Source: an optimization exercise on an open RTL-to-GDS flow (aim: small area, a short achievable clock period and few clock cycles). Production flows keep margins and buffers that such runs may drop. In this exercise RTL edits were held to simulation tests only and were not proved equivalent to the original.

==> inputs of job 9179 <==
// sywtbal_core
module sywtbal_core #(
    parameter PROG_CAP = 128
) (
    input  wire        clk,
    input  wire        rst,
    input  wire        cmd_valid,
    output wire        cmd_ready,
    input  wire [2:0]  cmd_op,
    input  wire [7:0]  cmd_arg,
    output reg         resp_valid,
    output reg  [2:0]  resp_status,
    output reg  [2:0]  resp_reason,
    output reg  [31:0] resp_pc0,
    output reg  [31:0] resp_data
);
Settings: LEC_CHECK=0, CAP_MARGIN=20, CORE_MARGIN=2, CORE_UTILIZATION=45, SLEW_MARGIN=20; clock period 16.0 ns.
run.sh (not shown) runs the stock make flow with config.mk's settings and CLKGATE_MAP_FILE= SYNTH_SCRIPT=/design/flow/synth_recipe.tcl, a recipe that flattens the netlist after the stock synthesis.
==> job 4805: changes against job 9179 <==
--- a/flow/design.v
+++ b/flow/design.v
@@ -39,20 +39,20 @@
     reg [31:0] fpc;           
     reg [31:0] ir;            
     reg [3:0]  irv;           
     reg        ir_ok;         
     reg [7:0]  obs_sel;
     reg        ap_we;
     reg [6:0]  ap_addr;
     reg [7:0]  ap_data;
-    localparam DS = 2;        
-    reg [1:0]  mph;           
-    reg [1:0]  dph;           
-    reg [5:0]  dcnt;
+    reg        mph;
+    reg [31:0] ms, mc;
+    reg        dph;
+    reg [4:0]  dcnt;
     reg [31:0] dq;            
     reg [31:0] dr;            
     reg [31:0] dd;            
     reg        dqneg, drneg;
     assign cmd_ready = (state == S_IDLE);
     always @(posedge clk) begin
         if (ap_we) begin
             case (ap_addr[1:0])
@@ -148,17 +148,17 @@
             ncnt = n;
         end
     endfunction
     localparam ML = 8;    
     wire [32*32*(ML+1)-1:0] mt;
     genvar gi, gl, gg;
     generate
         for (gi = 0; gi < 32; gi = gi + 1) begin : pp
-            assign mt[gi*32 +: 32] = dd[gi] ? (dq << gi) : 32'd0;
+            assign mt[gi*32 +: 32] = vb[gi] ? (va << gi) : 32'd0;
         end
         for (gl = 0; gl < ML; gl = gl + 1) begin : lvl
             localparam integer NI = ncnt(gl);
             localparam integer NG = NI / 3;
             localparam integer NR = NI % 3;
             for (gg = 0; gg < NG; gg = gg + 1) begin : grp
                 wire [31:0] a = mt[((gl*32) + 3*gg) * 32 +: 32];
                 wire [31:0] b = mt[((gl*32) + 3*gg + 1) * 32 +: 32];
@@ -172,42 +172,27 @@
             end
             for (gg = 2*NG + NR; gg < 32; gg = gg + 1) begin : unused
                 assign mt[(((gl+1)*32) + gg) * 32 +: 32] = 32'd0;
             end
         end
     endgenerate
     wire [31:0] m_s = mt[(ML*32) * 32 +: 32];
     wire [31:0] m_c = mt[(ML*32 + 1) * 32 +: 32];
-    wire [31:0] mprod = dr + dq;
+    wire [31:0] mprod = ms + mc;
     wire [31:0] abs_a = va[31] ? -va : va;
     wire [31:0] abs_b = vb[31] ? -vb : vb;
-    reg  [31:0] dcr, dcq;
-    reg  [32:0] dct;
-    integer     si;
-    always @(*) begin
-        dcr = dr; dcq = dq;
-        for (si = 0; si < DS; si = si + 1) begin
-            dct = {dcr, dcq[31]} - {1'b0, dd};
-            dcr = dct[32] ? {dcr[30:0], dcq[31]} : dct[31:0];
-            dcq = {dcq[30:0], !dct[32]};
-        end
-    end
-    function [5:0] clz32(input [31:0] v);
-        integer k;
-        begin
-            clz32 = 6'd32;
-            for (k = 0; k < 32; k = k + 1) if (v[k]) clz32 = 6'd31 - k;
-        end
-    endfunction
-    wire [5:0]  dza = clz32(dq);
-    wire [5:0]  dzb = clz32(dd);
-    wire [6:0]  dkq = {1'b0, dzb} - {1'b0, dza} + 7'd1;    
-    wire [6:0]  dkr = dkq[6] ? 7'd0 : ((dkq + (DS - 1)) & ~(DS - 1));
-    wire [63:0] dnorm = {32'd0, dq} << (7'd32 - dkr);
+    wire [32:0] ds1 = {dr, dq[31]};
+    wire [32:0] dt1 = ds1 - {1'b0, dd};
+    wire        dk1 = !dt1[32];
+    wire [31:0] dr1 = dk1 ? dt1[31:0] : ds1[31:0];
+    wire [32:0] ds2 = {dr1, dq[30]};
+    wire [32:0] dt2 = ds2 - {1'b0, dd};
+    wire        dk2 = !dt2[32];
+    wire [31:0] dr2 = dk2 ? dt2[31:0] : ds2[31:0];
     wire [31:0] dquo = dqneg ? -dq : dq;
     wire [31:0] drem = drneg ? -dr : dr;
     wire [7:0]  pc2 = pcl + 8'd2;
     reg         x_done;       
     reg  [2:0]  res_st, res_rs;
     reg  [31:0] res_info;
     reg  [31:0] npc;
     reg         pc_we;
@@ -243,31 +228,31 @@
                 end
                 I_ADD: begin
                     x_done = 1'b1; pc_we = 1'b1; we = 1'b1; wd = sum;
                 end
                 I_SUB: begin
                     x_done = 1'b1; pc_we = 1'b1; we = 1'b1; wd = diff;
                 end
                 I_MUL: begin
-                    if (mph != 2'd2) m_start = 1'b1;
+                    if (!mph) m_start = 1'b1;
                     else begin
                         x_done = 1'b1; pc_we = 1'b1; we = 1'b1; wd = mprod;
                     end
                 end
                 I_DIV: begin
-                    if (dph == 2'd0) begin
+                    if (!dph) begin
                         if (vb == 32'd0) begin
                             x_done = 1'b1; res_st = R_FATAL; res_rs = F_DIVZERO;
                         end else if (va == 32'h8000_0000 && vb == 32'hFFFF_FFFF) begin
                             x_done = 1'b1; res_st = R_FATAL; res_rs = F_DIVOVF;
                         end else begin
                             d_start = 1'b1;
                         end
-                    end else if (dph == 2'd1 || dcnt != 6'd0) begin
+                    end else if (dcnt != 5'd0) begin
                         d_step = 1'b1;
                     end else begin
                         x_done = 1'b1; pc_we = 1'b1; we = 1'b1; wd = dquo; rem_we = 1'b1;
                     end
                 end
                 I_JMP, I_JMPF, I_JMPB: begin
                     x_done = 1'b1;
                     if (va[31]) begin
@@ -319,18 +304,18 @@
             len         <= 8'd0;
             pc          <= 32'd0;
             rem         <= 32'd0;
             flag        <= 1'b0;
             xv          <= 32'd0;
             run_mode    <= 1'b0;
             ir_ok       <= 1'b0;
             ap_we       <= 1'b0;
-            mph         <= 2'd0;
-            dph         <= 2'd0;
+            mph         <= 1'b0;
+            dph         <= 1'b0;
             resp_valid  <= 1'b0;
         end else begin
             resp_valid <= 1'b0;
             ap_we      <= 1'b0;
             if (x_we) xv[wa] <= 1'b1;
             case (state)
                 S_IDLE: begin
                     if (cmd_valid) begin
@@ -352,18 +337,18 @@
                                     ap_data <= cmd_arg;
                                     len     <= len + 8'd1;
                                 end
                             end
                             OP_STEP, OP_RUN: begin
                                 run_mode <= (cmd_op == OP_RUN);
                                 fpc      <= pc;
                                 ir_ok    <= 1'b0;
-                                mph      <= 2'd0;
-                                dph      <= 2'd0;
+                                mph      <= 1'b0;
+                                dph      <= 1'b0;
                                 state    <= S_EXEC;
                             end
                             OP_OBSERVE: state <= S_OBS;
                             default:    state <= S_RDP;
                         endcase
                     end
                 end
                 S_OBS: begin
@@ -379,47 +364,37 @@
                 default: begin                                  
                     if (!ir_ok) begin
                         ir    <= fbytes;
                         irv   <= fv;
                         fpc   <= fnext;
                         ir_ok <= 1'b1;
                     end else begin
                         if (m_start) begin
-                            mph <= mph + 2'd1;
-                            if (mph == 2'd0) begin
-                                dq <= va;
-                                dd <= vb;
-                            end else begin
-                                dr <= m_s;
-                                dq <= m_c;
-                            end
+                            mph <= 1'b1;
+                            ms  <= m_s;
+                            mc  <= m_c;
                         end
                         if (d_start) begin
-                            dph   <= 2'd1;
+                            dph   <= 1'b1;
                             dq    <= abs_a;
                             dd    <= abs_b;
+                            dr    <= 32'd0;
+                            dcnt  <= 5'd16;
                             dqneg <= va[31] ^ vb[31];
                             drneg <= va[31];
                         end
                         if (d_step) begin
-                            if (dph == 2'd1) begin
-                                dph  <= 2'd2;
-                                dr   <= dnorm[63:32];
-                                dq   <= dnorm[31:0];
-                                dcnt <= dkr[6:0] / DS;
-                            end else begin
-                                dq   <= dcq;
-                                dr   <= dcr;
-                                dcnt <= dcnt - 6'd1;
-                            end
+                            dq   <= {dq[29:0], dk1, dk2};
+                            dr   <= dr2;
+                            dcnt <= dcnt - 5'd1;
                         end
                         if (x_done) begin
-                            mph <= 2'd0;
-                            dph <= 2'd0;
+                            mph <= 1'b0;
+                            dph <= 1'b0;
                             if (pc_we)   pc   <= npc;
                             if (flag_we) flag <= cmp;
                             if (rem_we)  rem  <= drem;
                             if (res_st != R_RUNNING || !run_mode) begin
                                 state       <= S_IDLE;
                                 ir_ok       <= 1'b0;
                                 resp_valid  <= 1'b1;
                                 resp_status <= res_st;
==> run summary <==
status finished clean; Setup crit end x[12][31]; clock buf count 331; sequential-to-total area share from yosys stat 0.506; nonclk inv count 662; Post-Synth Simple-Gate Area 0.0911; met2 routed WL 246 mm; worst-path maximum fanout 51; slowest CP cell a2111oi_0
-- figures above: job 9179

==> run summary <==
status finished clean; slowest CP cell dfxtp_4; met2 routed WL 227 mm; Post-Synth Simple-Gate Area 0.0793; Setup crit end ms[31]; worst-path maximum fanout 98; clock buf count 336
-- figures above: job 4805

Testbench counts of job 9179, summed over its fixed seeds: cycles 33,324.
Testbench counts of job 4805, summed over its fixed seeds: cycles 45,494.

[re-timing with driven ports]
The results above use ideal ports. As a check the final layouts listed here were re-extracted and re-timed, cells and wires unchanged.
Step 1 assumes that a clkbuf_16 drives the clock port and a buf_2 every other input.
Step 2 adds t to the input delays and takes it off the output delays; t is the mean of the earliest and latest rising clock arrival at the registers after step 1. Input paths then give back, and output paths get back, about the clock's delay inside the block.
Slacks: no drivers / after step 1 / after step 2; pairs: no drivers / after step 1.
| run | t (ns) | setup WS [ns] | worst setup path after step 2 | latest minus earliest clock arrival (ns) |
|---|---|---|---|---|
| job 9179 | 1.002 | 6.333 / 6.333 / 6.333 | register to register | 0.094 / 0.094 |
| job 4805 | 0.986 | 5.791 / 5.791 / 5.791 | register to register | 0.077 / 0.077 |
After both steps setup and hold are still met in every run listed.
